This design comes from an exercise in tuning for small area and a short achievable clock period on the open sky130 flow, not from production work. The RTL was checked by simulation tests, not by an equivalence proof against the original design. No run shown here takes its clock network from TritonCTS; it comes from the design's own scripts or RTL. No driver is modelled on the clock port, so clock power and skew are understated where the tree is cut down; a real chip needs a root buffer or a tree. No activity file was given, so power comes from the tool's default toggle rates.

## flow/flow/run.sh

```bash
#!/bin/bash
# The standard layout, with two changes:
# - the port buffers are made of the smallest buffer (buf_1) instead of the
#   one buffer_ports picks by default;
# - the clock tree is one level of clock buffers (cts.tcl) instead of
#   ORFS's CTS step, for a shorter clock insertion delay, followed by a
#   timing repair (sizing, buffering) aimed at a 2.65 ns period.
set -euo pipefail
here=$(pwd)
ARGS=('BUFFER_PORTS_ARGS=-buffer_cell sky130_fd_sc_hd__buf_1')
bash standard.sh "${ARGS[@]}" place > flow_place.log 2>&1
RES=$(ls -d "$here"/orfs/results/*/k2mix_rxdec/base)
REPAIR_MARGIN=7.35 REPAIR_SEQ=sizeup,split,buffer \
  RES=$RES NBUF=${NBUF:-4} BUFCELL=${BUFCELL:-sky130_fd_sc_hd__clkbuf_16} \
  openroad -no_init -exit "$here/flow/cts.tcl" > flow_cts.log 2>&1
cp "$RES/4_1_cts.odb" "$RES/4_cts.odb"
cp "$RES/3_place.sdc" "$RES/4_cts.sdc"
bash standard.sh "${ARGS[@]}" finish > flow_finish.log 2>&1
```

## flow/constraint.sdc

```tcl
create_clock -name core_clock -period 10.0 [get_ports {clk}]
set_input_delay 2.0000 -clock core_clock [delete_from_list [all_inputs] [get_ports {clk}]]
set_output_delay 2.0000 -clock core_clock [all_outputs]
set_load 0.01 [all_outputs]
```

## flow/config.mk

```make
export PLATFORM = sky130hd
export DESIGN_NAME = k2mix_rxdec
export DESIGN_NICKNAME = k2mix_rxdec
export VERILOG_FILES = /design/flow/design.v
export SDC_FILE = /design/flow/constraint.sdc
export NUM_CORES = 4
export LEC_CHECK = 0
export CAP_MARGIN = 20
export CORE_MARGIN = 2
export CORE_UTILIZATION = 40
export PLACE_DENSITY = 0.6
export SLEW_MARGIN = 20
export SYNTH_HIERARCHICAL = 1
export SYNTH_MINIMUM_KEEP_SIZE = 0
```

## flow/design.v

```verilog
module k2mix_rxdec (
    input  wire        clk,
    input  wire        rst,         
    input  wire        in_valid,
    input  wire [7:0]  in_byte,
    input  wire        in_last,
    output reg         out_valid,
    output reg  [2:0]  out_st,
    output reg  [7:0]  out_cmd,
    output reg  [7:0]  out_plen,
    output reg  [2:0]  out_kind,
    output reg  [7:0]  out_node,
    output reg  [31:0] out_val
);
    localparam [7:0] START_BYTE            = 8'h02;
    localparam [7:0] STOP_BYTE             = 8'h03;
    localparam [7:0] CMD_GET_VALUES        = 8'h04;
    localparam [7:0] CMD_SET_DUTY          = 8'h05;
    localparam [7:0] CMD_SET_CURRENT       = 8'h06;
    localparam [7:0] CMD_SET_CURRENT_BRAKE = 8'h07;
    localparam [7:0] CMD_FORWARD           = 8'h22;
    localparam [2:0] ST_OK    = 3'd1;
    localparam [2:0] ST_SHORT = 3'd2;
    localparam [2:0] ST_START = 3'd3;
    localparam [2:0] ST_LEN   = 3'd4;
    localparam [2:0] ST_SIZE  = 3'd5;
    localparam [2:0] ST_STOP  = 3'd6;
    localparam [2:0] ST_CRC   = 3'd7;
    localparam [2:0] K_RAW = 3'd0, K_DUTY = 3'd1, K_CURRENT = 3'd2,
                     K_BRAKE = 3'd3, K_GETVALUES = 3'd4, K_ROUTED = 3'd5;
    localparam [8:0] POS0 = 9'd508;
    reg         v_r;        
    reg         l_r;        
    reg  [7:0]  b_r;
    reg         rst_r;      
    always @(posedge clk) begin
        rst_r <= rst;
        v_r <= in_valid & ~rst;
        l_r <= in_last;
        b_r <= in_byte;
    end
    reg  [8:0]  pos;
    reg  [15:0] crc;
    reg         b0ok;       
    reg         p2is5;      
    wire [15:0] crc_nx;
    wire [7:0]  cx = crc[15:8] ^ b_r;
    wire [7:0]  cy = cx ^ {4'd0, cx[7:4]};
    assign crc_nx = {crc[7:0], 8'd0} ^ {cy[3:0], 12'd0} ^ {3'd0, cy, 5'd0} ^ {8'd0, cy};
    wire at0 = (pos == POS0);
    wire at1 = (pos == POS0 + 9'd1);
    wire at2 = (pos == POS0 + 9'd2);
    wire at3 = (pos == POS0 + 9'd3);
    wire at4 = (pos == 9'd0);
    wire l5  = (out_plen == 8'd5);
    wire l7  = (out_plen == 8'd7);
    wire l1  = (out_plen == 8'd1);
    wire val_sh = (l5 & (at3 | (pos <= 9'd2))) | (l7 & (pos >= 9'd1) & (pos <= 9'd4));
    wire short_c = (pos[8] & pos[7]) | at4;
    wire size_ok = (pos == {1'b0, out_plen});
    reg  [2:0] st;
    always @(*) begin
        if (short_c)                st = ST_SHORT;
        else if (!b0ok)             st = ST_START;
        else if (out_plen == 8'd0)  st = ST_LEN;
        else if (!size_ok)          st = ST_SIZE;
        else if (b_r != STOP_BYTE) st = ST_STOP;
        else if (crc != 16'd0)      st = ST_CRC;
        else                        st = ST_OK;
    end
    wire ok = (st == ST_OK);
    reg [2:0] kind;
    always @(*) begin
        if (l5 && out_cmd == CMD_SET_DUTY)                 kind = K_DUTY;
        else if (l5 && out_cmd == CMD_SET_CURRENT)         kind = K_CURRENT;
        else if (l5 && out_cmd == CMD_SET_CURRENT_BRAKE)   kind = K_BRAKE;
        else if (l1 && out_cmd == CMD_GET_VALUES)          kind = K_GETVALUES;
        else if (l7 && out_cmd == CMD_FORWARD && p2is5)    kind = K_ROUTED;
        else                                               kind = K_RAW;
    end
    wire has_val = (kind == K_DUTY) | (kind == K_CURRENT) | (kind == K_BRAKE) | (kind == K_ROUTED);
    wire last = v_r & l_r;
    wire take = v_r & ~l_r;             
    wire pos_sat  = pos[8] & ~pos[7];
    wire pos_set  = rst_r | last;
    wire pos_inc  = take & ~pos_sat;
    wire pos_keep = ~pos_set & ~pos_inc;
    wire [8:0] pos_p1 = pos + 9'd1;
    wire [8:0] pos_nx;
    k2mix_sel2 #(9) u_pos (.a(pos_inc), .b(pos_keep), .x(pos_p1), .y(pos), .z(pos_nx));
    always @(posedge clk) begin
        pos       <= pos_nx | ({9{pos_set}} & POS0);
        out_valid <= ~rst & last;
    end
    wire crc_ld   = v_r & ~(at0 | at1);
    wire b0_ld    = v_r & at0;
    wire p2_ld    = v_r & at4;
    wire plen_ld  = take & at1;
    wire cmd_ld   = take & at2;
    wire node_ld  = take & at3;
    wire val_ld   = take & val_sh;
    wire res_keep  = ~last | ok;                        
    wire node_keep = ~last | (ok & (kind == K_ROUTED));
    wire val_keep  = ~last | (ok & has_val);
    wire [15:0] crc_d;
    wire [7:0]  plen_d, cmd_d, node_d;
    wire [31:0] val_d;
    wire [1:0]  flag_d;
    k2mix_sel2 #(16) u_crc  (.a(crc_ld),  .b(~v_r),                  .x(crc_nx),   .y(crc),      .z(crc_d));
    k2mix_sel2 #(8)  u_plen (.a(plen_ld), .b(~plen_ld & res_keep),   .x(b_r),      .y(out_plen), .z(plen_d));
    k2mix_sel2 #(8)  u_cmd  (.a(cmd_ld),  .b(~cmd_ld & res_keep),    .x(b_r),      .y(out_cmd),  .z(cmd_d));
    k2mix_sel2 #(8)  u_node (.a(node_ld), .b(~node_ld & node_keep),  .x(b_r),      .y(out_node), .z(node_d));
    k2mix_sel2 #(32) u_val  (.a(val_ld),  .b(~val_ld & val_keep),    .x({out_val[23:0], b_r}), .y(out_val), .z(val_d));
    always @(posedge clk) begin
        crc      <= crc_d;
        b0ok     <= (b0_ld & (b_r == START_BYTE)) | (~b0_ld & b0ok);
        p2is5    <= (p2_ld & (b_r == CMD_SET_DUTY)) | (~p2_ld & p2is5);
        out_st   <= st;
        out_kind <= ok ? kind : K_RAW;
        out_plen <= plen_d;
        out_cmd  <= cmd_d;
        out_node <= node_d;
        out_val  <= val_d;
    end
endmodule
module k2mix_sel2 #(parameter W = 8) (
    input  wire         a,
    input  wire         b,
    input  wire [W-1:0] x,
    input  wire [W-1:0] y,
    output wire [W-1:0] z
);
    assign z = ({W{a}} & x) | ({W{b}} & y);
endmodule
```

## flow/standard.sh

```bash
#!/bin/bash
# synth_recipe.tcl (not shown) runs the flow's synth.tcl, then flattens the netlist and writes it again
# the make line also repeats each setting of config.mk as NAME=value (left out here)
make -C /OpenROAD-flow-scripts/flow DESIGN_CONFIG=/design/flow/config.mk WORK_HOME=/design/flow/orfs CLKGATE_MAP_FILE= SYNTH_SCRIPT=/design/flow/synth_recipe.tcl "${@:-finish}"
```

## flow/flow/cts.tcl

```tcl
# A one-level clock tree: the clock port drives NBUF clock buffers, each
# placed at the centre of a group of nearby flip-flops (k-means on their
# placed positions) and driving that group's clock pins. Replaces ORFS's
# CTS step; reads 3_place.odb and writes 4_1_cts.odb. With REPAIR_MARGIN set,
# it then repairs setup timing with that margin (REPAIR_SEQ moves).
set R $::env(RES)
set P $::env(FLOW_HOME)/platforms/sky130hd
set nbuf $::env(NBUF)
set bufcell $::env(BUFCELL)
read_db $R/3_place.odb
read_liberty $P/lib/sky130_fd_sc_hd__tt_025C_1v80.lib
read_sdc $R/3_place.sdc
source $P/setRC.tcl

set db [ord::get_db]
set block [ord::get_db_block]
set clknet [$block findNet clk]
set sinks {}
foreach it [$clknet getITerms] {
  lappend sinks $it
}
puts "clock sinks: [llength $sinks]"

# positions
set xs {}; set ys {}
foreach it $sinks {
  set b [[$it getInst] getBBox]
  lappend xs [expr {([$b xMin] + [$b xMax]) / 2.0}]
  lappend ys [expr {([$b yMin] + [$b yMax]) / 2.0}]
}
set n [llength $sinks]

# k-means, seeded with sinks spread along the sorted x+y order
set order [lsort -real -indices [lmap x $xs y $ys {expr {$x + $y}}]]
set cx {}; set cy {}
for {set k 0} {$k < $nbuf} {incr k} {
  set i [lindex $order [expr {int(($k + 0.5) * $n / $nbuf)}]]
  lappend cx [lindex $xs $i]; lappend cy [lindex $ys $i]
}
set cap [expr {int(ceil(double($n) / $nbuf)) + 2}]
for {set iter 0} {$iter < 50} {incr iter} {
  # balanced assignment: nearest centre with room, sinks in order of
  # their best distance
  set pairs {}
  for {set i 0} {$i < $n} {incr i} {
    for {set k 0} {$k < $nbuf} {incr k} {
      set d [expr {abs([lindex $xs $i] - [lindex $cx $k]) + abs([lindex $ys $i] - [lindex $cy $k])}]
      lappend pairs [list $d $i $k]
    }
  }
  set pairs [lsort -real -index 0 $pairs]
  set asg [lrepeat $n -1]
  set cnt [lrepeat $nbuf 0]
  foreach p $pairs {
    lassign $p d i k
    if {[lindex $asg $i] >= 0} continue
    if {[lindex $cnt $k] >= $cap} continue
    lset asg $i $k
    lset cnt $k [expr {[lindex $cnt $k] + 1}]
  }
  set sx [lrepeat $nbuf 0.0]; set sy [lrepeat $nbuf 0.0]
  for {set i 0} {$i < $n} {incr i} {
    set k [lindex $asg $i]
    lset sx $k [expr {[lindex $sx $k] + [lindex $xs $i]}]
    lset sy $k [expr {[lindex $sy $k] + [lindex $ys $i]}]
  }
  set moved 0
  for {set k 0} {$k < $nbuf} {incr k} {
    set c [lindex $cnt $k]
    if {$c == 0} continue
    set nx [expr {[lindex $sx $k] / $c}]; set ny [expr {[lindex $sy $k] / $c}]
    if {abs($nx - [lindex $cx $k]) > 1 || abs($ny - [lindex $cy $k]) > 1} { set moved 1 }
    lset cx $k $nx; lset cy $k $ny
  }
  if {!$moved} break
}
puts "groups: $cnt"

set master [$db findMaster $bufcell]
for {set k 0} {$k < $nbuf} {incr k} {
  set inst [odb::dbInst_create $block $master "clkbuf_cts_$k"]
  set net [odb::dbNet_create $block "clk_cts_$k"]
  $net setSigType CLOCK
  [$inst findITerm A] connect $clknet
  [$inst findITerm X] connect $net
  $inst setLocation [expr {int([lindex $cx $k])}] [expr {int([lindex $cy $k])}]
  $inst setPlacementStatus PLACED
  set nets($k) $net
}
for {set i 0} {$i < $n} {incr i} {
  set it [lindex $sinks $i]
  $it disconnect
  $it connect $nets([lindex $asg $i])
}

detailed_placement
check_placement -verbose
estimate_parasitics -placement
set_propagated_clock [all_clocks]
report_design_area
report_worst_slack -max
# Timing repair aimed below the design's period (sizing, buffering and
# load splitting only), when REPAIR_MARGIN is set.
if {[info exists ::env(REPAIR_MARGIN)] && $::env(REPAIR_MARGIN) ne ""} {
  repair_timing -setup -setup_margin $::env(REPAIR_MARGIN) -sequence $::env(REPAIR_SEQ) -verbose
  detailed_placement
  check_placement -verbose
  estimate_parasitics -placement
  report_design_area
  report_worst_slack -max
}
report_clock_skew
report_checks -path_delay max -group_path_count 3
report_checks -path_delay min -group_path_count 1
report_worst_slack -max
report_worst_slack -min
write_db $R/4_1_cts.odb
```

==> qor.txt, run 1 <==
status = no timing/DRC/antenna violations
YS warnings = 7
Synth Instances = 357
Detailed Routing Iterations Pass 1 = 4
commonest cells after routing, fill and taps aside = a22o_1, dfxtp_1, clkbuf_2
Routed WL = 9734 µm
GRT overflow = 0
fraction of layout cells with a size suffix above 1 = 29.89%
WL met2 = 4478 µm
Slew HR = 54.19%
hold_ws = 0.4807 ns
fin worst setup slack = 7.301 ns
combinational share of power = 22.3%
DR vias/cell = 5.258
Layout Area Growth over Synthesis = 19.19%
CP Cell Sequence = clkbuf_2
commonest non-fill, non-tap cell in the layout = a22o_1
vias in the first global route = 2860
crit path kind = register to output port
number of synthesized flops with an enable pin = 2
Reg2Reg Launch Point = out_plen[3]
Worst-path clk slew = 0.10 ns
Startpoint Class = register
initial drt markers = 169
P_int = 616.0 µW
post-synthesis average cell area = 11.14 µm²
Placed Area = 4242 µm²
final instance area = 4740 µm²
WHS Endpoint = out_val[27]
Sw Share = 27.67%
Reg power frac = 56.8%
largest net degree at the start of global routing = 33
final hold vios = 0
Critical-path top delay cell = dfxtp_1
utilization after layout = 48.71%
Arr. time, crit path = 0.70 ns
share of power burned in the clock network = 20.9%
Fin Setup TNS = 0 ns
initial antenna violation count = 0
Peak VDD IR = 0.1001 mV
Final setup viols = 0
LEAKAGE = 1.955 nW
Main synth FF type = dfxtp_1
max-slew violations = 0
Seq cells post-synth = 101
CP max stage delay = 0.38 ns
Crit path max-delay family = flip-flops
Die Y = 103.7 µm
DPL Wire Length = 6257 µm
post-synthesis sequential area ratio = 51.35%
IO Port Bufs = 74
ANT cells = 0
Fillers = 947
mapped cell area = 3976 µm²
clock latency (worst-skew pair) = 0.17 ns
drt drc = 0
DRT met1 WL = 4674 µm
hold crit path type = register to register
min Tclk post-route = 2.699 ns
core footprint = 9729 µm²
critical path peak fanout = 3
Final ANT Viol Nets = 0
Crit path depth = 1
worst r2r path cells = 7
Site Rows = 36
first-pass GRT wire length = 15350 µm
worst path bufs/invs = 1
flop2flop setup slack = 7.36 ns
PwrDens = 179.7 nW/µm²
met3 routed WL = 450 µm
Routability Congestion = 0.8464
routed len/inst = 16.84 µm
CP required = 8.00 ns
Worst-Margin Slew = 0.6864 ns
Worst R2R End = out_node[2]
die area = 10750 µm²
DR top layer = met4
die width = 103.7 µm
DR vias = 3039
unrepaired setup endpoints after global routing = no
# Max-Cap Violations = 0
hold depth = 1
gr usage total = 16.91%
Synth Net Count = 374
Async SR Flop Fraction = 0%
Clock Skews = 0.02484 ns
period utilization = 26.99%
pre-CTS setup slack = 6.837 ns
worst min-delay path startpoint = out_val[27]
Psw = 235.7 µW
I/O Pins = 75
Achievable Freq = 0.3705 GHz
Initial Utilization = 40.87%
number of distinct library cells after synthesis = 40
# nets final = 464
endpoint class of the critical path = output port
## kinds of logic after synthesis
family	synth area share, %
compound gates	20.83
xor+xnor	8.370
fa+ha+maj	1.573
buf+inv	5.507
flops	51.35
simple gates	12.37
## stage by stage
step	power [mW]	cells
detailed placement	0.6782	543
floorplan	0.6443	357
global route	0.8923	578
global placement	0.6771	543
finish	0.8518	578
## registers in the layout, summed over array words and instances (netlist names), named ones only
signal and count:
pos 9, rst_r 1, out_st 3, crc 16
v_r 1, out_val 32, out_valid 1, out_cmd 8
b_r 8, l_r 1, out_node 8, out_kind 3
out_plen 8
## worst max-delay path by stage
stage / start / slack, ns / to
finish: out_val[4] / 7.30 / out_val[4]
detailed placement: pos[2] / 6.84 / out_val[17]
floorplan: pos[2] / 7.32 / out_val[30]
global placement: pos[2] / 6.91 / out_val[30]
global route: pos[2] / 7.22 / out_val[17]
## final cells by class
cell class	instances	area (µm²)	area share [%]
tap	133	166.4	3.511
multi-input combinational	228	1735	36.62
buffer	4	100.1	2.112
inverter	5	18.77	0.3960
sequential	101	2111	44.54
timing repair buffer	107	608.1	12.83
## cell usage after synthesis (3+ instances only)
cell | count | area (µm²)
a21oi_1 | 4 | 20.02
a22o_1 | 73 | 639.4
a22o_2 | 8 | 80.08
and2_1 | 3 | 18.77
and3_1 | 4 | 25.02
and4_1 | 3 | 26.28
buf_2 | 4 | 20.02
buf_6 | 13 | 146.4
clkbuf_1 | 5 | 18.77
dfxtp_1 | 99 | 1982
ha_1 | 5 | 62.56
inv_1 | 5 | 18.77
nand2_1 | 11 | 41.29
nand2b_1 | 7 | 43.79
nand3_1 | 10 | 50.05
nor2_1 | 17 | 63.81
nor2b_1 | 4 | 25.02
nor3_1 | 7 | 35.03
nor3b_1 | 5 | 37.54
nor4_1 | 5 | 31.28
or4_1 | 5 | 37.54
xnor2_1 | 25 | 219.0
xor2_1 | 13 | 113.9
## layer usage
metal  vias to the layer above  track usage (%)
met1                      1454            24.05
li1                       1492                -
met3                         9            1.888
met5                         -                0
met4                         0            2.027
met2                        84            28.62
## power by group through the flow
stage / Combinational [mW] / Clock, mW / Sequential [mW]
6_report: 0.190 / 0.178 / 0.484
2_1_floorplan: 0.163 / 0 / 0.481
3_3_place_gp: 0.183 / 0 / 0.494
5_1_grt: 0.207 / 0.196 / 0.490
3_5_place_dp: 0.184 / 0 / 0.495
==> run 2, diff against run 1 <==
--- a/flow/design.v
+++ b/flow/design.v
@@ -85,10 +85,7 @@
     wire pos_set  = rst_r | last;
     wire pos_inc  = take & ~pos_sat;
-    wire pos_keep = ~pos_set & ~pos_inc;
-    wire [8:0] pos_p1 = pos + 9'd1;
-    wire [8:0] pos_nx;
-    k2mix_sel2 #(9) u_pos (.a(pos_inc), .b(pos_keep), .x(pos_p1), .y(pos), .z(pos_nx));
+    wire [8:0] pos_nx = pos + {8'd0, pos_inc};
     always @(posedge clk) begin
-        pos       <= pos_nx | ({9{pos_set}} & POS0);
+        pos       <= pos_set ? POS0 : pos_nx;
         out_valid <= ~rst & last;
     end
@@ -106,14 +103,16 @@
     wire [7:0]  plen_d, cmd_d, node_d;
     wire [31:0] val_d;
-    wire [1:0]  flag_d;
+    wire        b0ok_d, p2is5_d;
     k2mix_sel2 #(16) u_crc  (.a(crc_ld),  .b(~v_r),                  .x(crc_nx),   .y(crc),      .z(crc_d));
     k2mix_sel2 #(8)  u_plen (.a(plen_ld), .b(~plen_ld & res_keep),   .x(b_r),      .y(out_plen), .z(plen_d));
     k2mix_sel2 #(8)  u_cmd  (.a(cmd_ld),  .b(~cmd_ld & res_keep),    .x(b_r),      .y(out_cmd),  .z(cmd_d));
     k2mix_sel2 #(8)  u_node (.a(node_ld), .b(~node_ld & node_keep),  .x(b_r),      .y(out_node), .z(node_d));
+    k2mix_sel2 #(1)  u_b0   (.a(b0_ld),   .b(~b0_ld),                .x(b_r == START_BYTE),   .y(b0ok),  .z(b0ok_d));
+    k2mix_sel2 #(1)  u_p2   (.a(p2_ld),   .b(~p2_ld),                .x(b_r == CMD_SET_DUTY), .y(p2is5), .z(p2is5_d));
     k2mix_sel2 #(32) u_val  (.a(val_ld),  .b(~val_ld & val_keep),    .x({out_val[23:0], b_r}), .y(out_val), .z(val_d));
     always @(posedge clk) begin
         crc      <= crc_d;
-        b0ok     <= (b0_ld & (b_r == START_BYTE)) | (~b0_ld & b0ok);
-        p2is5    <= (p2_ld & (b_r == CMD_SET_DUTY)) | (~p2_ld & p2is5);
+        b0ok     <= b0ok_d;
+        p2is5    <= p2is5_d;
         out_st   <= st;
         out_kind <= ok ? kind : K_RAW;
--- a/flow/flow/run.sh
+++ b/flow/flow/run.sh
@@ -5,5 +5,6 @@
 # - the clock tree is one level of clock buffers (cts.tcl) instead of
 #   ORFS's CTS step, for a shorter clock insertion delay, followed by a
-#   timing repair (sizing, buffering) aimed at a 2.65 ns period.
+#   timing repair (sizing, buffering; port buffers kept) aimed at a
+#   2.75 ns period.
 set -euo pipefail
 here=$(pwd)
@@ -11,5 +12,5 @@
 bash standard.sh "${ARGS[@]}" place > flow_place.log 2>&1
 RES=$(ls -d "$here"/orfs/results/*/k2mix_rxdec/base)
-REPAIR_MARGIN=7.35 REPAIR_SEQ=sizeup,split,buffer \
+KEEP_PORT_BUFS=1 REPAIR_MARGIN=7.25 REPAIR_SEQ=sizeup,split,buffer \
   RES=$RES NBUF=${NBUF:-4} BUFCELL=${BUFCELL:-sky130_fd_sc_hd__clkbuf_16} \
   openroad -no_init -exit "$here/flow/cts.tcl" > flow_cts.log 2>&1
--- a/flow/flow/cts.tcl
+++ b/flow/flow/cts.tcl
@@ -3,5 +3,6 @@
 # placed positions) and driving that group's clock pins. Replaces ORFS's
 # CTS step; reads 3_place.odb and writes 4_1_cts.odb. With REPAIR_MARGIN set,
-# it then repairs setup timing with that margin (REPAIR_SEQ moves).
+# it then repairs setup timing with that margin (REPAIR_SEQ moves), leaving
+# the port buffers as they are when KEEP_PORT_BUFS is set.
 set R $::env(RES)
 set P $::env(FLOW_HOME)/platforms/sky130hd
@@ -103,4 +104,11 @@
 # load splitting only), when REPAIR_MARGIN is set.
 if {[info exists ::env(REPAIR_MARGIN)] && $::env(REPAIR_MARGIN) ne ""} {
+  # the port buffers keep the smallest buffer
+  if {[info exists ::env(KEEP_PORT_BUFS)]} {
+    foreach inst [$block getInsts] {
+      set nm [$inst getName]
+      if {[regexp {^(input|output)[0-9]+$} $nm]} { set_dont_touch [get_cells $nm] }
+    }
+  }
   repair_timing -setup -setup_margin $::env(REPAIR_MARGIN) -sequence $::env(REPAIR_SEQ) -verbose
   detailed_placement
--- a/flow/config.mk
+++ b/flow/config.mk
@@ -8,6 +8,6 @@
 export CAP_MARGIN = 20
 export CORE_MARGIN = 2
-export CORE_UTILIZATION = 40
-export PLACE_DENSITY = 0.6
+export CORE_UTILIZATION = 65
+export PLACE_DENSITY = 0.75
 export SLEW_MARGIN = 20
 export SYNTH_HIERARCHICAL = 1
==> run 2 against run 1 <==
Compared with the run above:
- clock skew fell by 0.0079 ns
- via count decreased by 5.9%
- combinational power fell by 83%
- critical path depth did not move
- sequential power decreased by 14%
- still clean
- core utilization up 23 points
==> qor.txt, run 2 <==
status = no timing/DRC/antenna violations
hold_ws = 0.4759 ns (-0.004797 ns)
crit path kind = register to output port
post-synthesis sequential area ratio = 51.11% (-0.25 points)
Clock Skews = 0.01696 ns (-0.007876 ns)
Main synth FF type = dfxtp_1
number of synthesized flops with an enable pin = 0 (-2)
Seq cells post-synth = 101 (unchanged)
max-slew violations = 0 (unchanged)
commonest cells after routing, fill and taps aside = dfxtp_1, buf_1, a22o_1
Routed WL = 8100 µm (-17%)
Worst Setup SP = out_cmd[0]
commonest non-fill, non-tap cell in the layout = dfxtp_1
Final setup viols = 0 (unchanged)
period utilization = 27.76% (+0.77 points)
Reg2Reg Launch Point = pos[2]
post-synthesis average cell area = 11.27 µm² (+1.2%)
CP Cell Sequence = buf_1
Synth top area share = 51.11% (+1.3 points)
Async SR Flop Fraction = 0% (unchanged)
Crit path max-delay family = flip-flops
Initial Utilization = 67.22% (+26 points)
# nets final = 426 (-8.2%)
worst min-delay path startpoint = out_val[27]
hold depth = 1 (unchanged)
Synth area leader = dfxtp_1
max reg flops = 32 (unchanged)
die width = 82.02 µm (-21%)
Worst R2R End = out_val[31]
GRT overflow = 0 (unchanged)
Worst-path clk slew = 0.10 ns (about the same)
IO Port Bufs = 74 (unchanged)
Site Rows = 28 (-22%)
die area = 6726 µm² (-37%)
DR vias/cell = 5.897 (+12%)
endpoint class of the critical path = output port
gr usage total = 23.23% (+6.3 points)
flop2flop setup slack = 7.27 ns (-0.09 ns)
LEAKAGE = 1.577 nW (-19%)
CP max stage delay = 0.44 ns (+0.06 ns)
Commonest cells post-synth = dfxtp_1, a22o_1, xnor2_1, xor2_1, nand2_1
critical path peak fanout = 6 (+3)
Final ANT Viol Nets = 0 (unchanged)
DR vias = 2860 (-5.9%)
hold crit path type = register to register
utilization after layout = 72.02% (+23 points)
Layout Area Growth over Synthesis = 7.147%
number of distinct library cells after synthesis = 46 (+15%)
Routability Congestion = 0.8396 (-0.80%)
Synth Net Count = 365 (-2.4%)
PwrDens = 145.8 nW/µm² (-19%)
min Tclk post-route = 2.776 ns (+0.07667 ns)
YS warnings = 7 (unchanged)
routed len/inst = 16.70 µm (-0.83%)
mapped cell area = 3956 µm² (-0.50%)
drt drc = 0 (unchanged)
Synth Instances = 351 (-1.7%)
core footprint = 5886 µm² (-40%)
Startpoint Class = register
Die Y = 82.02 µm (-21%)
clock latency (worst-skew pair) = 0.16 ns (about the same)
vias in the first global route = 2486 (-13%)
count leader, synth = dfxtp_1
Slew HR = 34.99% (-19 points)
Largest Register = out_val
fraction of layout cells with a size suffix above 1 = 7.561% (-22 points)
Area contributors post-synth = dfxtp_1, a22o_1, xnor2_1
Fin Setup TNS = 0 ns (unchanged)
final hold vios = 0 (unchanged)
Peak VDD IR = 0.1420 mV (+42%)
first-pass GRT wire length = 12350 µm (-20%)
Critical-path top delay cell = dfxtp_1
Detailed Routing Iterations Pass 1 = 4 (unchanged)
top flop regs = out_val x32, crc x16, pos x9
CP required = 8.00 ns (about the same)
Achievable Freq = 0.3602 GHz (-2.8%)
I/O Pins = 75 (unchanged)
Arr. time, crit path = 0.78 ns (+0.08 ns)
# Max-Cap Violations = 0 (unchanged)
DPL Wire Length = 5649 µm (-9.7%)
initial drt markers = 116 (-31%)
unrepaired setup endpoints after global routing = no
WHS Endpoint = out_val[27]
worst path bufs/invs = 1 (unchanged)
largest net degree at the start of global routing = 34 (+3.0%)
initial antenna violation count = 0 (unchanged)
worst r2r path cells = 9 (+2)
Worst-Margin Slew = 0.9677 ns (+0.2813 ns)
ANT cells = 0 (unchanged)
[run 2: changes by cell type after synthesis, sizes merged, moves of 3 or more]
| cell | before | now |
|---|---|---|
| a22o | 81 | 74 |
| nor2 | 17 | 10 |
| xnor2 | 25 | 20 |
| xor2 | 13 | 18 |
| nand2 | 11 | 15 |
| nand2b | 7 | 3 |
| nand4 | 2 | 6 |
| ha | 5 | 2 |
[run 2: final cells by class]
class / instances / area [µm²]
plain buffers: 4 / 100.1
fillers: 461 / 1647
inverters: 7 / 26.28
multi-input cells: 221 / 1692
flip-flops and latches: 101 / 2027
well taps: 75 / 93.84
repair buffers: 77 / 300.3
[run 2: per-stage QoR]
step | setup slack, ns | instance area [µm²] | instances | power [mW]
after global routing | 7.124 | 4239 | 485 | 0.6392
after floorplan | 7.550 | 3956 | 351 | 0.4486
after detailed placement | 7.300 | 4130 | 481 | 0.4572
after global placement | 7.315 | 4130 | 481 | 0.4567
final | 7.224 | 4239 | 485 | 0.6182
[run 2: worst max-delay path by stage]
stage | end | slack [ns] | depth (start not counted)
finish | out_cmd[0] | 7.22 | 1
global route | out_val[6] | 7.12 | 9
detailed placement | out_val[31] | 7.30 | 9
global placement | out_val[31] | 7.31 | 9
floorplan | out_plen[1] | 7.55 | 0
[run 2: where the power goes]
part           leakage (nW)  total, mW  switching [mW]  internal, mW
combinational         0.708     0.0314          0.0179        0.0135
clock                0.0493      0.169          0.0960        0.0734
sequential            0.820      0.417          0.0101         0.407
total                  1.58      0.618           0.124         0.494
[run 2: logic make-up after synthesis]
logic type,share of synthesized area [%]
compound gates,20.37
xor+xnor,8.412
fa+ha+maj,0.6324
buf+inv,6.389
flops,51.11
mux,0.2530
simple gates,12.84
[run 2: metal layers]
layer	share of wire, %	vias to the layer above	track usage, %
li1	-	1411	-
met1	47	1364	34.19
met2	47	78	38.29
met3	5.3	7	1.758
met4	1.1	0	3.167
met5	0	-	0
==> run 3, diff against run 2 <==
--- a/flow/flow/run.sh
+++ b/flow/flow/run.sh
@@ -5,6 +5,6 @@
 # - the clock tree is one level of clock buffers (cts.tcl) instead of
 #   ORFS's CTS step, for a shorter clock insertion delay, followed by a
-#   timing repair (sizing, buffering; port buffers kept) aimed at a
-#   2.75 ns period.
+#   timing repair (gate sizing only; port buffers kept) aimed at a
+#   2.7 ns period.
 set -euo pipefail
 here=$(pwd)
@@ -12,5 +12,5 @@
 bash standard.sh "${ARGS[@]}" place > flow_place.log 2>&1
 RES=$(ls -d "$here"/orfs/results/*/k2mix_rxdec/base)
-KEEP_PORT_BUFS=1 REPAIR_MARGIN=7.25 REPAIR_SEQ=sizeup,split,buffer \
+KEEP_PORT_BUFS=1 REPAIR_MARGIN=7.3 REPAIR_SEQ=sizeup \
   RES=$RES NBUF=${NBUF:-4} BUFCELL=${BUFCELL:-sky130_fd_sc_hd__clkbuf_16} \
   openroad -no_init -exit "$here/flow/cts.tcl" > flow_cts.log 2>&1
==> run 3 against run 2 <==
Compared with the run above:
- routed wire length about the same
- combinational power about the same
- die area unchanged
- critical endpoint is now out_plen[1]
- largest cell class unchanged
==> qor.txt, run 3 <==
LEAKAGE = 1.582 nW (+0.29%)
Achievable Freq = 0.3650 GHz (+1.3%)
count leader, synth = dfxtp_1
critical path peak fanout = 9 (+3)
period utilization = 27.39% (-0.36 points)
die width = 82.02 µm (unchanged)
Layout Area Growth over Synthesis = 7.812%
Critical-path top delay cell = dfxtp_4
fraction of layout cells with a size suffix above 1 = 9.268% (+1.7 points)
DR top layer = met4
Arr. time, crit path = 0.74 ns (-0.04 ns)
Detailed Routing Iterations Pass 1 = 4 (unchanged)
worst path bufs/invs = 1 (unchanged)
initial drt markers = 115 (-0.86%)
core footprint = 5886 µm² (unchanged)
commonest cells after routing, fill and taps aside = dfxtp_1, buf_1, a22o_1
CP Cell Sequence = buf_1
status = no timing/DRC/antenna violations
Worst-Margin Slew = 0.9841 ns (+0.01635 ns)
initial antenna violation count = 0 (unchanged)
commonest non-fill, non-tap cell in the layout = dfxtp_1
largest net degree at the start of global routing = 34 (unchanged)
Peak VDD IR = 0.1427 mV (+0.55%)
Routed WL = 8108 µm (about the same)
Final setup viols = 0 (unchanged)
post-synthesis mux area share = 0.2530% (unchanged)
DRT met1 WL = 3709 µm (-1.9%)
WL met2 = 3818 µm (+0.42%)
Synth Net Count = 365 (unchanged)
Slew HR = 34.25% (-0.74 points)
max reg flops = 32 (unchanged)
crit path kind = register to output port
number of synthesized flops with an enable pin = 0 (unchanged)
CP required = 8.00 ns (about the same)
Site Rows = 28 (unchanged)
Reg area = 2053 µm² (+1.3%)
routed len/inst = 16.72 µm (about the same)
post-synthesis average cell area = 11.27 µm² (unchanged)
hold crit path type = register to register
top flop regs = out_val x32, crc x16, pos x9
Main synth FF type = dfxtp_1
Placed Area = 4130 µm² (unchanged)
combinational family with the most area after synthesis = compound AO/OA/AOI/OAI gates
post-synthesis sequential area ratio = 51.11% (unchanged)
DR vias/cell = 5.977 (+1.4%)
Synth top area share = 51.11% (unchanged)
Initial Utilization = 67.22% (unchanged)
final hold vios = 0 (unchanged)
max-slew violations = 0 (unchanged)
hold_ws = 0.4747 ns (-0.001202 ns)
ANT cells = 0 (unchanged)
min Tclk post-route = 2.739 ns (-0.03641 ns)
PwrDens = 144.9 nW/µm² (-0.65%)
Startpoint Class = register
post-synthesis simple-gate area fraction = 12.84% (unchanged)
met3 routed WL = 494 µm (+15%)
Clock Skews = 0.01587 ns (-0.001089 ns)
Async SR Flop Fraction = 0% (unchanged)
die area = 6726 µm² (unchanged)
gr usage total = 23.37% (+0.14 points)
Die Y = 82.02 µm (unchanged)
CP max stage delay = 0.42 ns (-0.02 ns)
area of the multi-input gates = 1692 µm² (unchanged)
IO Port Bufs = 74 (unchanged)
Final ANT Viol Nets = 0 (unchanged)
Synth area leader = dfxtp_1
I/O Pins = 75 (unchanged)
Fillers = 460 (-0.22%)
# nets final = 426 (unchanged)
DR vias = 2899 (+1.4%)
clock latency (worst-skew pair) = 0.16 ns (about the same)
Fin Setup TNS = 0 ns (unchanged)
number of distinct library cells after synthesis = 46 (unchanged)
YS warnings = 7 (unchanged)
Worst-path clk slew = 0.10 ns (about the same)
Seq cells post-synth = 101 (unchanged)
final instance area = 4265 µm² (+0.62%)
utilization after layout = 72.47% (+0.45 points)
# Max-Cap Violations = 0 (unchanged)
vias in the first global route = 2473 (-0.52%)
mapped cell area = 3956 µm² (unchanged)
Compound-Gate Fraction of Synth Area = 20.37% (unchanged)
first-pass GRT wire length = 12420 µm (+0.56%)
endpoint class of the critical path = output port
Synth Area in Adders = 0.6325% (unchanged)
GRT overflow = 0 (unchanged)
Area contributors post-synth = dfxtp_1, a22o_1, xnor2_1
unrepaired setup endpoints after global routing = no
Commonest cells post-synth = dfxtp_1, a22o_1, xnor2_1, xor2_1, nand2_1
drt drc = 0 (unchanged)
DPL Wire Length = 5649 µm (unchanged)
Largest Register = out_val
Crit path max-delay family = flip-flops
Routability Congestion = 0.8396 (unchanged)
Synth Instances = 351 (unchanged)
post-synthesis xor/xnor area fraction = 8.412% (unchanged)
-- run 3: cell count changes in the layout (fill, tap and decap cells not counted) --
cell     before  now
dfxtp_1      97   90
dfxtp_4       0    7
-- run 3: path summary, 6_finish.rpt --
check | startpoint | end | slack (ns) | depth (start not counted)
max | out_plen[1] | out_plen[1] | 7.26 | 1
min | out_val[29] | out_val[29] | 0.47 | 1
max reg2reg | v_r | out_plen[1] | 7.33 | 6
min reg2reg | out_val[29] | out_val[29] | 0.47 | 1
-- run 3: cell type report --
cell class                      instances  area share [%]
Inverter                                7          0.6160
Multi-Input combinational cell        221           39.66
Buffer                                  4           2.347
Timing Repair Buffer                   77           7.040
Tap cell                               75           2.200
Sequential cell                       101           48.14
-- run 3: layer usage --
layer | vias to the layer above | global-route usage [%]
met3 | 7 | 1.429
met1 | 1391 | 34.70
li1 | 1417 | -
met2 | 84 | 38.46
met5 | - | 0
met4 | 0 | 3.167
-- run 3: power breakdown --
part	total, mW	switching (mW)	internal, mW
combinational	0.0313	0.0177	0.0135
sequential	0.416	0.0102	0.406
clock	0.170	0.0970	0.0735
-- run 3: logic make-up (layout without fill, tap and decap cells) --
logic type	count (synthesis)	in the layout
xor+xnor	38	38
mux	1	1
buf+inv	29	88
flops	101	101
simple gates	86	86
fa+ha+maj	2	2
compound gates	94	94
-- run 3: metrics by stage --
step | std cells | power, mW | worst slack [ns]
6_report | 485 | 0.6180 | 7.261
5_1_grt | 485 | 0.6384 | 7.181
3_5_place_dp | 481 | 0.4572 | 7.300
3_3_place_gp | 481 | 0.4567 | 7.315
2_1_floorplan | 351 | 0.4486 | 7.550
==> run 4, diff against run 3 <==
--- a/flow/flow/cts.tcl
+++ b/flow/flow/cts.tcl
@@ -112,4 +112,10 @@
   }
   repair_timing -setup -setup_margin $::env(REPAIR_MARGIN) -sequence $::env(REPAIR_SEQ) -verbose
+  # later steps connect power only to cells that are not dont_touch
+  foreach inst [$block getInsts] {
+    set nm [$inst getName]
+    if {[regexp {^(input|output)[0-9]+$} $nm]} { unset_dont_touch [get_cells $nm] }
+  }
+  global_connect
   detailed_placement
   check_placement -verbose
--- a/flow/config.mk
+++ b/flow/config.mk
@@ -8,6 +8,6 @@
 export CAP_MARGIN = 20
 export CORE_MARGIN = 2
-export CORE_UTILIZATION = 65
-export PLACE_DENSITY = 0.75
+export CORE_UTILIZATION = 80
+export PLACE_DENSITY = 0.85
 export SLEW_MARGIN = 20
 export SYNTH_HIERARCHICAL = 1
==> run 4 against run 3 <==
Compared with the run above:
- sequential cell count did not move
- clock power barely moved
- highest routed layer unchanged
- total power barely moved
- cell area barely moved
- combinational power rose by 5%
- fmax fell by 3.2%
- via count rose by 7.9%
- largest power group unchanged
- global-route usage rose by 9.2 points
- largest cell class unchanged
- critical path depth rose by 5
==> qor.txt, run 4 <==
vias in the first global route = 2892 (+17%)
Arr. time, crit path = 2.89 ns (+2.15 ns)
DR vias = 3127 (+7.9%)
mapped cell area = 3956 µm² (unchanged)
routed len/inst = 19.11 µm (+14%)
period utilization = 28.30% (+0.90 points)
first-pass GRT wire length = 14200 µm (+14%)
Critical-path top delay cell = nor3_1
initial antenna violation count = 0 (unchanged)
Slew HR = 25.89% (-8.4 points)
Synth Net Count = 365 (unchanged)
I/O Pins = 75 (unchanged)
YS warnings = 7 (unchanged)
Fin Setup TNS = 0 ns (unchanged)
Initial Utilization = 83.21% (+16 points)
number of synthesized flops with an enable pin = 0 (unchanged)
status = no timing/DRC/antenna violations
Async SR Flop Fraction = 0% (unchanged)
# Max-Cap Violations = 0 (unchanged)
drt drc = 0 (unchanged)
Detailed Routing Iterations Pass 1 = 5 (+1)
die area = 5524 µm² (-18%)
Commonest cells post-synth = dfxtp_1, a22o_1, xnor2_1, xor2_1, nand2_1
Largest Register = out_val
number of distinct library cells after synthesis = 46 (unchanged)
Main synth FF type = dfxtp_1
Synth Instances = 351 (unchanged)
commonest cells after routing, fill and taps aside = dfxtp_1, buf_1, a22o_1
Final setup viols = 0 (unchanged)
IO Port Bufs = 74 (unchanged)
Synth area leader = dfxtp_1
Placed Area = 4120 µm² (-0.24%)
min Tclk post-route = 2.830 ns (+0.09033 ns)
clock latency (worst-skew pair) = 0.17 ns (about the same)
final hold vios = 0 (unchanged)
commonest non-fill, non-tap cell in the layout = dfxtp_1
CP max stage delay = 0.85 ns (+0.43 ns)
Routability Congestion = 0.9186 (+9.4%)
final instance area = 4264 µm² (about the same)
hold_ws = 0.4770 ns (+0.002306 ns)
Startpoint Class = register
Worst-Margin Slew = 1.103 ns (+0.1192 ns)
initial drt markers = 334 (+190%)
max-slew violations = 0 (unchanged)
Routed WL = 9114 µm (+12%)
Final ANT Viol Nets = 0 (unchanged)
core footprint = 4755 µm² (-19%)
Peak VDD IR = 0.1520 mV (+6.5%)
# nets final = 426 (unchanged)
largest net degree at the start of global routing = 34 (unchanged)
critical path peak fanout = 18 (+9)
LEAKAGE = 1.582 nW (about the same)
Area contributors post-synth = dfxtp_1, a22o_1, xnor2_1
DPL Wire Length = 6162 µm (+9.1%)
unrepaired setup endpoints after global routing = no
Site Rows = 25 (-11%)
PwrDens = 145.1 nW/µm² (+0.12%)
post-synthesis sequential area ratio = 51.11% (unchanged)
post-synthesis average cell area = 11.27 µm² (unchanged)
Worst-path clk slew = 0.10 ns (about the same)
Fillers = 237 (-48%)
Die Y = 74.33 µm (-9.4%)
die width = 74.33 µm (-9.4%)
flop2flop setup slack = 7.17 ns (-0.16 ns)
Clock Skews = 0.02722 ns (+0.01135 ns)
endpoint class of the critical path = register
fraction of layout cells with a size suffix above 1 = 9.268% (unchanged)
Achievable Freq = 0.3534 GHz (-3.2%)
Seq cells post-synth = 101 (unchanged)
GRT overflow = 0 (unchanged)
top flop regs = out_val x32, crc x16, pos x9
hold crit path type = register to register
CP required = 10.06 ns (+2.06 ns)
count leader, synth = dfxtp_1
CP Cell Sequence = inv_1 > nor2_1 > nand2_1 > nor3_1 > o21ba_2 > a22o_1
gr usage total = 32.59% (+9.2 points)
crit path kind = register to register
Synth top area share = 51.11% (unchanged)
max reg flops = 32 (unchanged)
Layout Area Growth over Synthesis = 7.780% (about the same)
ANT cells = 0 (unchanged)
DR vias/cell = 6.556 (+9.7%)
run 4: worst max-delay path: cells and delay by family (launching register included):
family	cells	cell delay, ns
DFF	1	0.53
buffers and inverters	1	0.36
and+or+nand+nor	3	1.31
AOI/OAI and AO/OA	2	0.54
run 4: layout make-up:
class | count | area, µm² | area share (%)
Timing Repair Buffer | 77 | 304.0 | 7.130
Buffer | 4 | 100.1 | 2.347
Tap cell | 67 | 83.83 | 1.966
Sequential cell | 101 | 2048 | 48.03
Inverter | 7 | 26.28 | 0.6162
Multi-Input combinational cell | 221 | 1702 | 39.91
run 4: cells by family (layout without fill, tap and decap cells):
logic type	after synthesis	in the layout	share of synthesized area [%]
xor gates and xnor gates	38	38	8.412
DFF	101	101	51.11
muxes	1	1	0.2530
and+or+nand+nor	86	86	12.84
AOI/OAI and AO/OA	94	94	20.37
adders and majority gates	2	2	0.6324
buffers and inverters	29	88	6.389
run 4: worst paths after layout:
check / from / to / depth (start not counted)
worst max-delay path: v_r / out_cmd[4] / 6
worst min-delay path: out_val[26] / out_val[26] / 1
worst max register to register: v_r / out_cmd[4] / 6
worst min register to register: out_val[26] / out_val[26] / 1
run 4: power breakdown:
| group | switching, mW | leakage (nW) | internal [mW] |
|---|---|---|---|
| Clock | 0.0957 | 0.0493 | 0.0734 |
| Sequential | 0.0103 | 0.823 | 0.406 |
| Combinational | 0.0194 | 0.709 | 0.0136 |
| Total | 0.125 | 1.58 | 0.493 |
run 4: per-layer routing:
layer / track usage [%] / part of all wire (%) / vias to the layer above
li1: - / - / 1415
met1: 43.92 / 40 / 1478
met2: 55.95 / 49 / 200
met3: 3.388 / 7.7 / 34
met4: 9.722 / 3.3 / 0
met5: 0 / 0 / -
run 4: metrics by stage:
step | std cells | power [mW] | util, % | worst slack [ns]
6_report | 477 | 0.6185 | 89.68 | 7.170
5_1_grt | 477 | 0.6350 | 89.68 | 7.089
3_5_place_dp | 473 | 0.4576 | 86.66 | 7.202
3_3_place_gp | 473 | 0.4561 | 86.66 | 7.327
2_1_floorplan | 351 | 0.4486 | - | 7.550
==> run 5, diff against run 4 <==
--- a/flow/config.mk
+++ b/flow/config.mk
@@ -8,5 +8,5 @@
 export CAP_MARGIN = 20
 export CORE_MARGIN = 2
-export CORE_UTILIZATION = 80
+export CORE_UTILIZATION = 60
 export PLACE_DENSITY = 0.85
 export SLEW_MARGIN = 20
==> run 5 against run 4 <==
Compared with the run above:
- core utilization down 23 points
- clock skew decreased by 0.0087 ns
- sequential cell count unchanged
- setup slack improved by 0.049 ns
- routed wire length shrank 11%
- global-route usage is 11 points lower
- critical path type unchanged
- critical endpoint is now out_plen[3]
==> qor.txt, run 5 <==
status = no timing/DRC/antenna violations
Area contributors post-synth = dfxtp_1, a22o_1, xnor2_1
Synth Net Count = 365 (unchanged)
hold crit path type = register to register
Final setup viols = 0 (unchanged)
PwrDens = 144.9 nW/µm² (-0.12%)
combinational share of power = 5.1% (-0.2 points)
hold depth = 1 (unchanged)
Startpoint Class = register
die width = 85.20 µm (+15%)
Sw Share = 19.81% (-0.46 points)
IO Port Bufs = 74 (unchanged)
final hold vios = 0 (unchanged)
Placed Area = 4133 µm² (+0.30%)
Slew HR = 31.49% (+5.6 points)
endpoint class of the critical path = register
commonest non-fill, non-tap cell in the layout = dfxtp_1
post-synthesis sequential area ratio = 51.11% (unchanged)
Commonest cells post-synth = dfxtp_1, a22o_1, xnor2_1, xor2_1, nand2_1
min Tclk post-route = 2.780 ns (-0.04939 ns)
WHS Endpoint = out_val[27]
Critical-path top delay cell = nor3b_1
worst r2r path cells = 6 (unchanged)
I/O Pins = 75 (unchanged)
Synth area leader = dfxtp_1
routed len/inst = 16.74 µm (-12%)
worst min-delay path startpoint = out_val[27]
Synth top area share = 51.11% (unchanged)
Crit path max-delay family = simple AND/OR/NAND/NOR gates
utilization after layout = 66.94% (-23 points)
P_int = 493.8 µW (+0.13%)
Pwr Total = 615.8 µW (-0.44%)
largest net degree at the start of global routing = 34 (unchanged)
Initial Utilization = 62.31% (-21 points)
Worst-path clk slew = 0.10 ns (about the same)
# nets final = 426 (unchanged)
Arr. time, crit path = 2.82 ns (-0.07 ns)
# Max-Cap Violations = 0 (unchanged)
share of power burned in the clock network = 27.1% (-0.2 points)
first-pass GRT wire length = 13100 µm (-7.7%)
period utilization = 27.80% (-0.49 points)
CP max stage delay = 0.85 ns (about the same)
max reg flops = 32 (unchanged)
Reg2Reg Launch Point = v_r
max-slew violations = 0 (unchanged)
Largest Register = out_val
Final ANT Viol Nets = 0 (unchanged)
fraction of layout cells with a size suffix above 1 = 8.293% (-0.98 points)
Seq cells post-synth = 101 (unchanged)
clock latency (worst-skew pair) = 0.16 ns (about the same)
post-synthesis average cell area = 11.27 µm² (unchanged)
Routed WL = 8152 µm (-11%)
number of synthesized flops with an enable pin = 0 (unchanged)
core footprint = 6350 µm² (+34%)
CP Cell Sequence = inv_1 > nor2_1 > nand2_1 > nor3b_1 > o21ba_2 > a22o_1
YS warnings = 7 (unchanged)
critical path peak fanout = 18 (unchanged)
initial antenna violation count = 0 (unchanged)
Die Y = 85.20 µm (+15%)
Async SR Flop Fraction = 0% (unchanged)
Main synth FF type = dfxtp_1
initial drt markers = 238 (-29%)
Detailed Routing Iterations Pass 1 = 4 (-1)
Site Rows = 29 (+16%)
die area = 7259 µm² (+31%)
LEAKAGE = 1.579 nW (-0.19%)
worst path bufs/invs = 1 (unchanged)
commonest cells after routing, fill and taps aside = dfxtp_1, buf_1, a22o_1
Fin Setup TNS = 0 ns (unchanged)
GRT overflow = 0 (unchanged)
unrepaired setup endpoints after global routing = no
Clock Skews = 0.01856 ns (-0.008660 ns)
CP required = 10.04 ns (-0.02 ns)
number of distinct library cells after synthesis = 46 (unchanged)
vias in the first global route = 2686 (-7.1%)
ANT cells = 0 (unchanged)
final instance area = 4250 µm² (-0.32%)
Peak VDD IR = 0.1772 mV (+17%)
gr usage total = 21.37% (-11 points)
flop2flop setup slack = 7.22 ns (+0.05 ns)
Layout Area Growth over Synthesis = 7.432%
top flop regs = out_val x32, crc x16, pos x9
DR vias/cell = 6.090 (-7.1%)
crit path kind = register to register
count leader, synth = dfxtp_1
Achievable Freq = 0.3597 GHz (+1.8%)
Worst-Margin Slew = 1.025 ns (-0.07782 ns)
Worst R2R End = out_plen[3]
DR vias = 2966 (-5.1%)
drt drc = 0 (unchanged)
Reg power frac = 67.7% (+0.4 points)
Psw = 122.0 µW (-2.7%)
Routability Congestion = 0.9027 (-1.7%)
mapped cell area = 3956 µm² (unchanged)
DPL Wire Length = 5740 µm (-6.8%)
Synth Instances = 351 (unchanged)
==> run 5: cells by family (layout without fill, tap and decap cells) <==
logic type,after synthesis,after routing,synth area share (%)
AOI/OAI and AO/OA,94,94,20.37
xor gates and xnor gates,38,38,8.412
and+or+nand+nor,86,86,12.84
muxes,1,1,0.2530
DFF,101,101,51.11
buffers and inverters,29,88,6.389
adders and majority gates,2,2,0.6324
==> run 5: final cells by class <==
| class | instances | area (µm²) |
|---|---|---|
| fillers | 499 | 2100 |
| flip-flops and latches | 101 | 2036 |
| multi-input cells | 221 | 1692 |
| repair buffers | 77 | 300.3 |
| plain buffers | 4 | 100.1 |
| well taps | 77 | 96.34 |
| inverters | 7 | 26.28 |
==> run 5: through the flow <==
| step | hold WS [ns] | worst slack, ns | cells |
|---|---|---|---|
| after global placement | 0.4492 | 7.352 | 483 |
| after floorplan | 0.4401 | 7.550 | 351 |
| after global routing | 0.5004 | 7.072 | 487 |
| after detailed placement | 0.4569 | 7.322 | 483 |
| final | 0.4734 | 7.220 | 487 |
==> run 5: worst register-to-register path: cells and delay by family, from the launching register on <==
family,cells,cell delay [ns]
buffers and inverters,1,0.34
AO/OA/AOI/OAI,2,0.53
flip-flops,1,0.52
AND/OR/NAND/NOR,3,1.26
==> run 5: routing by layer <==
layer	up-vias	GRT usage [%]	routed length (µm)
met3	16	1.946	516
met2	127	35.23	3827
met5	-	0	0
met4	0	4.618	192
met1	1409	30.75	3616
li1	1414	-	-
==> run 5: worst max-delay path by stage <==
stage	start	endpoint	slack, ns	cells past startpoint
floorplan	out_plen[1]	out_plen[1]	7.55	0
global placement	out_plen[1]	out_plen[1]	7.35	1
detailed placement	v_r	out_plen[3]	7.32	6
global route	pos[2]	out_val[31]	7.07	9
finish	v_r	out_plen[3]	7.22	6
==> run 5: power groups by stage <==
stage | combinational [mW] | sequential (mW) | clock [mW]
floorplan | 0.0258 | 0.423 | 0
global placement | 0.0303 | 0.426 | 0
detailed placement | 0.0310 | 0.426 | 0
global route | 0.0350 | 0.418 | 0.184
finish | 0.0315 | 0.417 | 0.167
==> run 6, diff against run 5 <==
--- a/flow/config.mk
+++ b/flow/config.mk
@@ -8,6 +8,6 @@
 export CAP_MARGIN = 20
 export CORE_MARGIN = 2
-export CORE_UTILIZATION = 60
-export PLACE_DENSITY = 0.85
+export CORE_UTILIZATION = 70
+export PLACE_DENSITY = 0.8
 export SLEW_MARGIN = 20
 export SYNTH_HIERARCHICAL = 1
==> run 6 against run 5 <==
Compared with the run above:
- still clean on timing, DRC and antenna
- sequential cell count did not move
- total power rose by 0.49%
- cell count fell by 1.0%
- core utilization rose by 11 points
- first-iteration DRC count fell by 27%
- synthesized cell count did not move
- sequential share of layout area rose by 0.15 points
- clock power barely moved
- area after synthesis did not move
- combinational power barely moved
- worst hold slack improved by 0.0052 ns
- global-route usage rose by 3.6 points
- critical path type is now register to output port
- highest routed layer unchanged
==> qor.txt, run 6 <==
status = no timing/DRC/antenna violations
largest net degree at the start of global routing = 34 (unchanged)
Worst-Margin Slew = 0.9171 ns (-0.1083 ns)
die width = 79.18 µm (-7.1%)
met2 Use GR = 41.53% (+6.3 points)
Async SR Flop Fraction = 0% (unchanged)
die area = 6269 µm² (-14%)
Fillers = 391 (-22%)
post-synthesis sequential area ratio = 51.11% (unchanged)
crit path kind = register to output port
Layout Area Growth over Synthesis = 7.432% (unchanged)
mapped cell area = 3956 µm² (unchanged)
LEAKAGE = 1.580 nW (about the same)
Critical-path top delay cell = dfxtp_2
Largest Register = out_val
Clock Skews = 0.01753 ns (-0.001028 ns)
hold crit path type = register to register
Seq cells post-synth = 101 (unchanged)
CP Cell Sequence = buf_1
Synth top area share = 51.11% (unchanged)
fraction of layout cells with a size suffix above 1 = 9.024% (+0.73 points)
max reg flops = 32 (unchanged)
initial drt markers = 174 (-27%)
Detailed Routing Iterations Pass 1 = 4 (unchanged)
commonest cells after routing, fill and taps aside = dfxtp_1, buf_1, a22o_1
final hold vios = 0 (unchanged)
Worst-path clk slew = 0.09 ns (about the same)
number of synthesized flops with an enable pin = 0 (unchanged)
Final ANT Viol Nets = 0 (unchanged)
CP required = 8.00 ns (-2.04 ns)
Startpoint Class = register
worst path bufs/invs = 1 (unchanged)
Synth area leader = dfxtp_1
Synth Net Count = 365 (unchanged)
gr usage total = 24.93% (+3.6 points)
# Max-Cap Violations = 0 (unchanged)
core footprint = 5473 µm² (-14%)
top flop regs = out_val x32, crc x16, pos x9
Die Y = 79.18 µm (-7.1%)
min Tclk post-route = 2.755 ns (-0.02573 ns)
# nets final = 426 (unchanged)
Routability Congestion = 0.8344 (-7.6%)
unrepaired setup endpoints after global routing = no
utilization after layout = 77.66% (+11 points)
Arr. time, crit path = 0.75 ns (-2.07 ns)
initial antenna violation count = 0 (unchanged)
Fin Setup TNS = 0 ns (unchanged)
PwrDens = 145.6 nW/µm² (+0.49%)
clock latency (worst-skew pair) = 0.16 ns (about the same)
Commonest cells post-synth = dfxtp_1, a22o_1, xnor2_1, xor2_1, nand2_1
commonest non-fill, non-tap cell in the layout = dfxtp_1
YS warnings = 7 (unchanged)
Area contributors post-synth = dfxtp_1, a22o_1, xnor2_1
pre-CTS setup slack = 7.286 ns (-0.03627 ns)
hold_ws = 0.4787 ns (+0.005250 ns)
Routed WL = 8065 µm (-1.1%)
Crit path max-delay family = flip-flops
fin worst setup slack = 7.245 ns (+0.02573 ns)
GRT met3 Usage = 1.818% (-0.13 points)
max-slew violations = 0 (unchanged)
DR vias/cell = 6.039 (-0.84%)
routed len/inst = 16.73 µm (about the same)
first-pass GRT wire length = 12730 µm (-2.8%)
endpoint class of the critical path = output port
Achievable Freq = 0.3630 GHz (+0.93%)
Peak VDD IR = 0.1088 mV (-39%)
DR vias = 2911 (-1.9%)
Initial Utilization = 72.29% (+10 points)
count leader, synth = dfxtp_1
number of distinct library cells after synthesis = 46 (unchanged)
I/O Pins = 75 (unchanged)
Main synth FF type = dfxtp_1
Site Rows = 27 (-6.9%)
GR Util met1 = 35.97% (+5.2 points)
GR peak layer = met2
DPL Wire Length = 5757 µm (+0.28%)
post-synthesis average cell area = 11.27 µm² (unchanged)
Slew HR = 38.39% (+6.9 points)
vias in the first global route = 2541 (-5.4%)
Pwr Total = 618.8 µW (+0.49%)
drt drc = 0 (unchanged)
IO Port Bufs = 74 (unchanged)
CP max stage delay = 0.44 ns (-0.41 ns)
GRT overflow = 0 (unchanged)
critical path peak fanout = 9 (-9)
Final setup viols = 0 (unchanged)
period utilization = 27.55% (-0.26 points)
Synth Instances = 351 (unchanged)
ANT cells = 0 (unchanged)
-- run 6: cell types whose count changed in the layout (fill, tap and decap cells not counted) --
| cell | before | now |
|---|---|---|
| dfxtp_1 | 94 | 91 |
| dfxtp_4 | 2 | 3 |
| dfxtp_2 | 5 | 7 |
-- run 6: final cells by class --
class	instances	area, µm²	share of cell area [%]
buffer	4	100.1	2.355
timing repair buffer	77	300.3	7.065
inverter	7	26.28	0.6182
sequential	101	2042	48.04
tap	72	90.09	2.120
multi-input combinational	221	1692	39.80
-- run 6: metrics by stage --
step	area [µm²]	std cells
after global placement	4126	478
after global routing	4250	482
final	4250	482
after detailed placement	4126	478
after floorplan	3956	351
-- run 6: final timing paths --
check | start | endpoint | slack (ns) | depth (start not counted)
max | out_plen[1] | out_plen[1] | 7.25 | 1
min | out_val[24] | out_val[24] | 0.48 | 1
max reg2reg | pos[6] | out_val[31] | 7.36 | 8
min reg2reg | out_val[24] | out_val[24] | 0.48 | 1
-- run 6: logic make-up (layout without fill, tap and decap cells) --
kind of cell,count (synthesis),in the layout,share of synthesized area (%)
adder cells (fa/ha/maj),2,2,0.6324
AO/OA/AOI/OAI,94,94,20.37
buffers and inverters,29,88,6.389
XOR/XNOR,38,38,8.412
AND/OR/NAND/NOR,86,86,12.84
multiplexers,1,1,0.2530
flip-flops,101,101,51.11
-- run 6: report_power, final --
part | switching [mW] | internal, mW | leakage, nW
logic | 0.0181 | 0.0135 | 0.708
clock network | 0.0969 | 0.0735 | 0.0493
registers | 0.0100 | 0.407 | 0.823
total | 0.125 | 0.494 | 1.58
-- run 6: routing by layer --
| layer | vias up | wire, µm |
|---|---|---|
| li1 | 1414 | - |
| met1 | 1384 | 3812 |
| met2 | 101 | 3683 |
| met3 | 12 | 431 |
| met4 | 0 | 138 |
| met5 | - | 0 |
-- run 6: worst register-to-register path: cells and delay by family, from the launching register on --
family                 cells  cell delay (ns)
AO/OA/AOI/OAI              3             0.47
flip-flops                 1             0.39
buffers and inverters      2             0.58
AND/OR/NAND/NOR            3             1.11
==> run 7, diff against run 6 <==
--- a/flow/config.mk
+++ b/flow/config.mk
@@ -8,6 +8,6 @@
 export CAP_MARGIN = 20
 export CORE_MARGIN = 2
-export CORE_UTILIZATION = 70
-export PLACE_DENSITY = 0.8
+export CORE_UTILIZATION = 65
+export PLACE_DENSITY = 0.75
 export SLEW_MARGIN = 20
 export SYNTH_HIERARCHICAL = 1
==> run 7 against run 6 <==
Compared with the run above:
- routed wire length rose by 0.53%
- setup slack improved by 0.015 ns
- critical path type unchanged
- largest power group unchanged
- largest cell class unchanged
- global-route usage fell by 1.6 points
- synthesized cell count did not move
==> qor.txt, run 7 <==
Commonest cells post-synth = dfxtp_1, a22o_1, xnor2_1, xor2_1, nand2_1
Synth top area share = 51.11% (unchanged)
WHS Endpoint = out_val[29]
Synth Net Count = 365 (unchanged)
number of distinct library cells after synthesis = 46 (unchanged)
worst r2r path cells = 6 (-2)
Detailed Routing Iterations Pass 1 = 4 (unchanged)
Routability Congestion = 0.8396 (+0.62%)
fraction of layout cells with a size suffix above 1 = 9.268% (+0.24 points)
clock latency (worst-skew pair) = 0.16 ns (about the same)
count leader, synth = dfxtp_1
final hold vios = 0 (unchanged)
Psw = 124.9 µW (about the same)
# Max-Cap Violations = 0 (unchanged)
Worst-Margin Slew = 0.9841 ns (+0.06693 ns)
Reg2Reg Launch Point = v_r
CP max stage delay = 0.42 ns (-0.02 ns)
commonest non-fill, non-tap cell in the layout = dfxtp_1
hold depth = 1 (unchanged)
Peak VDD IR = 0.1428 mV (+31%)
Critical-path top delay cell = dfxtp_4
routed len/inst = 16.72 µm (about the same)
commonest cells after routing, fill and taps aside = dfxtp_1, buf_1, a22o_1
Final ANT Viol Nets = 0 (unchanged)
CP Cell Sequence = buf_1
die area = 6726 µm² (+7.3%)
YS warnings = 7 (unchanged)
P_int = 493.1 µW (-0.15%)
flop2flop setup slack = 7.33 ns (-0.03 ns)
worst path bufs/invs = 1 (unchanged)
Crit path max-delay family = flip-flops
core footprint = 5886 µm² (+7.5%)
Main synth FF type = dfxtp_1
period utilization = 27.39% (-0.15 points)
max reg flops = 32 (unchanged)
initial drt markers = 115 (-34%)
LEAKAGE = 1.582 nW (+0.10%)
CP required = 8.00 ns (about the same)
mapped cell area = 3956 µm² (unchanged)
crit path kind = register to output port
Worst-path clk slew = 0.10 ns (about the same)
Async SR Flop Fraction = 0% (unchanged)
# nets final = 426 (unchanged)
initial antenna violation count = 0 (unchanged)
share of power burned in the clock network = 27.6% (about the same)
Startpoint Class = register
Seq cells post-synth = 101 (unchanged)
min Tclk post-route = 2.739 ns (-0.01521 ns)
max-slew violations = 0 (unchanged)
Cells after DPL = 481 (+0.63%)
post-synthesis average cell area = 11.27 µm² (unchanged)
vias in the first global route = 2473 (-2.7%)
DPL Wire Length = 5649 µm (-1.9%)
combinational share of power = 5.1% (about the same)
largest net degree at the start of global routing = 34 (unchanged)
Sw Share = 20.21% (about the same)
status = no timing/DRC/antenna violations
drt drc = 0 (unchanged)
DR vias/cell = 5.977 (-1.0%)
endpoint class of the critical path = output port
Area contributors post-synth = dfxtp_1, a22o_1, xnor2_1
die width = 82.02 µm (+3.6%)
Achievable Freq = 0.3650 GHz (+0.56%)
Final setup viols = 0 (unchanged)
Initial Utilization = 67.22% (-5.1 points)
Fin Setup TNS = 0 ns (unchanged)
gr usage total = 23.37% (-1.6 points)
Slew HR = 34.25% (-4.1 points)
Reg power frac = 67.4% (about the same)
Synth area leader = dfxtp_1
first-pass GRT wire length = 12420 µm (-2.4%)
unrepaired setup endpoints after global routing = no
ANT cells = 0 (unchanged)
Die Y = 82.02 µm (+3.6%)
Routed WL = 8108 µm (+0.53%)
PwrDens = 144.9 nW/µm² (-0.48%)
GRT overflow = 0 (unchanged)
Synth Instances = 351 (unchanged)
IO Port Bufs = 74 (unchanged)
hold crit path type = register to register
Arr. time, crit path = 0.74 ns (about the same)
Worst R2R End = out_plen[1]
number of synthesized flops with an enable pin = 0 (unchanged)
Clock Skews = 0.01587 ns (-0.001663 ns)
I/O Pins = 75 (unchanged)
critical path peak fanout = 9 (unchanged)
Largest Register = out_val
worst min-delay path startpoint = out_val[29]
post-synthesis sequential area ratio = 51.11% (unchanged)
Finished Layout Cells = 485 (+0.62%)
DR vias = 2899 (-0.41%)
Site Rows = 28 (+3.7%)
Layout Area Growth over Synthesis = 7.812%
top flop regs = out_val x32, crc x16, pos x9
run 7: changes by cell type in the layout (fill, tap and decap cells not counted):
| cell | delta |
|---|---|
| dfxtp_1 | -1 |
| dfxtp_2 | -3 |
| dfxtp_4 | +4 |
run 7: metal layers:
layer / vias up / GRT usage [%] / routed length, µm
li1: 1417 / - / -
met3: 7 / 1.429 / 494
met1: 1391 / 34.70 / 3709
met4: 0 / 3.167 / 87
met2: 84 / 38.46 / 3818
met5: - / 0 / 0
run 7: how the worst max path moves through the flow:
stage | start | end | cells after the start
after global placement | pos[2] | out_val[31] | 9
after detailed placement | pos[2] | out_val[31] | 9
final | out_plen[1] | out_plen[1] | 1
after global routing | v_r | out_plen[1] | 6
after floorplan | out_plen[1] | out_plen[1] | 0
run 7: kinds of logic (layout without fill, tap and decap cells):
| family | count (synthesis) | in the layout | share of synthesized area, % |
|---|---|---|---|
| xor+xnor | 38 | 38 | 8.412 |
| buf+inv | 29 | 88 | 6.389 |
| mux | 1 | 1 | 0.2530 |
| fa+ha+maj | 2 | 2 | 0.6324 |
| flops | 101 | 101 | 51.11 |
| compound gates | 94 | 94 | 20.37 |
| simple gates | 86 | 86 | 12.84 |
run 7: power by group through the flow:
stage               Sequential (mW)  Clock (mW)  Combinational [mW]
floorplan                     0.423           0              0.0258
global placement              0.426           0              0.0305
detailed placement            0.426           0              0.0308
global route                  0.417       0.187              0.0344
finish                        0.416       0.170              0.0313
run 7: cell type report:
type | instances | area (µm²)
Timing Repair Buffer | 77 | 300.3
Sequential cell | 101 | 2053
Multi-Input combinational cell | 221 | 1692
Inverter | 7 | 26.28
Buffer | 4 | 100.1
Fill cell | 460 | 1620
Tap cell | 75 | 93.84
run 7: through the flow:
step / instance area, µm² / utilization [%] / hold WS (ns) / setup slack, ns / power [mW]
after floorplan: 3956 / - / 0.4401 / 7.550 / 0.4486
after global placement: 4130 / 70.17 / 0.4497 / 7.315 / 0.4567
after detailed placement: 4130 / 70.17 / 0.4569 / 7.300 / 0.4572
after global routing: 4265 / 72.47 / 0.5108 / 7.181 / 0.6384
final: 4265 / 72.47 / 0.4747 / 7.261 / 0.6180
run 7: worst reg2reg max path: cells and delay by family, from the launching register on:
| kind | cells | cell delay (ns) |
|---|---|---|
| buffers and inverters | 1 | 0.32 |
| DFF | 1 | 0.49 |
| and+or+nand+nor | 3 | 1.24 |
| AOI/OAI and AO/OA | 2 | 0.53 |

[separate check: timing with driven ports]
No port has a modelled driver above. Below, the same layouts with a new extraction and two added sets of constraints.
Step 1 (the two cells are an assumption about what drives the block):
set clk [get_ports {clk}]
set_driving_cell -lib_cell sky130_fd_sc_hd__clkbuf_16 $clk
set_driving_cell -lib_cell sky130_fd_sc_hd__buf_2 [delete_from_list [all_inputs] $clk]
Step 2 moves the port delays by t, midway between the first and last clock arrival at a register: inputs arrive t later, outputs are due t later. That takes back most of the time a late clock gives input paths.
Three values: ideal ports, drivers, drivers and shift; two values: the first two.
| run | shift t [ns] | setup WS [ns] | pins driven straight from the clock port |
|---|---|---|---|
| run 1 | 0.241 | 7.301 / 7.220 / 7.355 | 4 |
| run 2 | 0.226 | 7.224 / 7.149 / 7.267 | 4 |
| run 3 | 0.228 | 7.261 / 7.184 / 7.329 | 4 |
| run 4 | 0.229 | 7.170 / 7.170 / 7.170 | 4 |
| run 5 | 0.227 | 7.220 / 7.187 / 7.219 | 4 |
| run 6 | 0.228 | 7.245 / 7.170 / 7.358 | 4 |
| run 7 | 0.228 | 7.261 / 7.184 / 7.329 | 4 |
After both steps setup and hold are still met in every run listed. For run 5, which loses most, drivers alone change the setup slack by -0.033 ns; drivers and shift together by -0.001 ns.
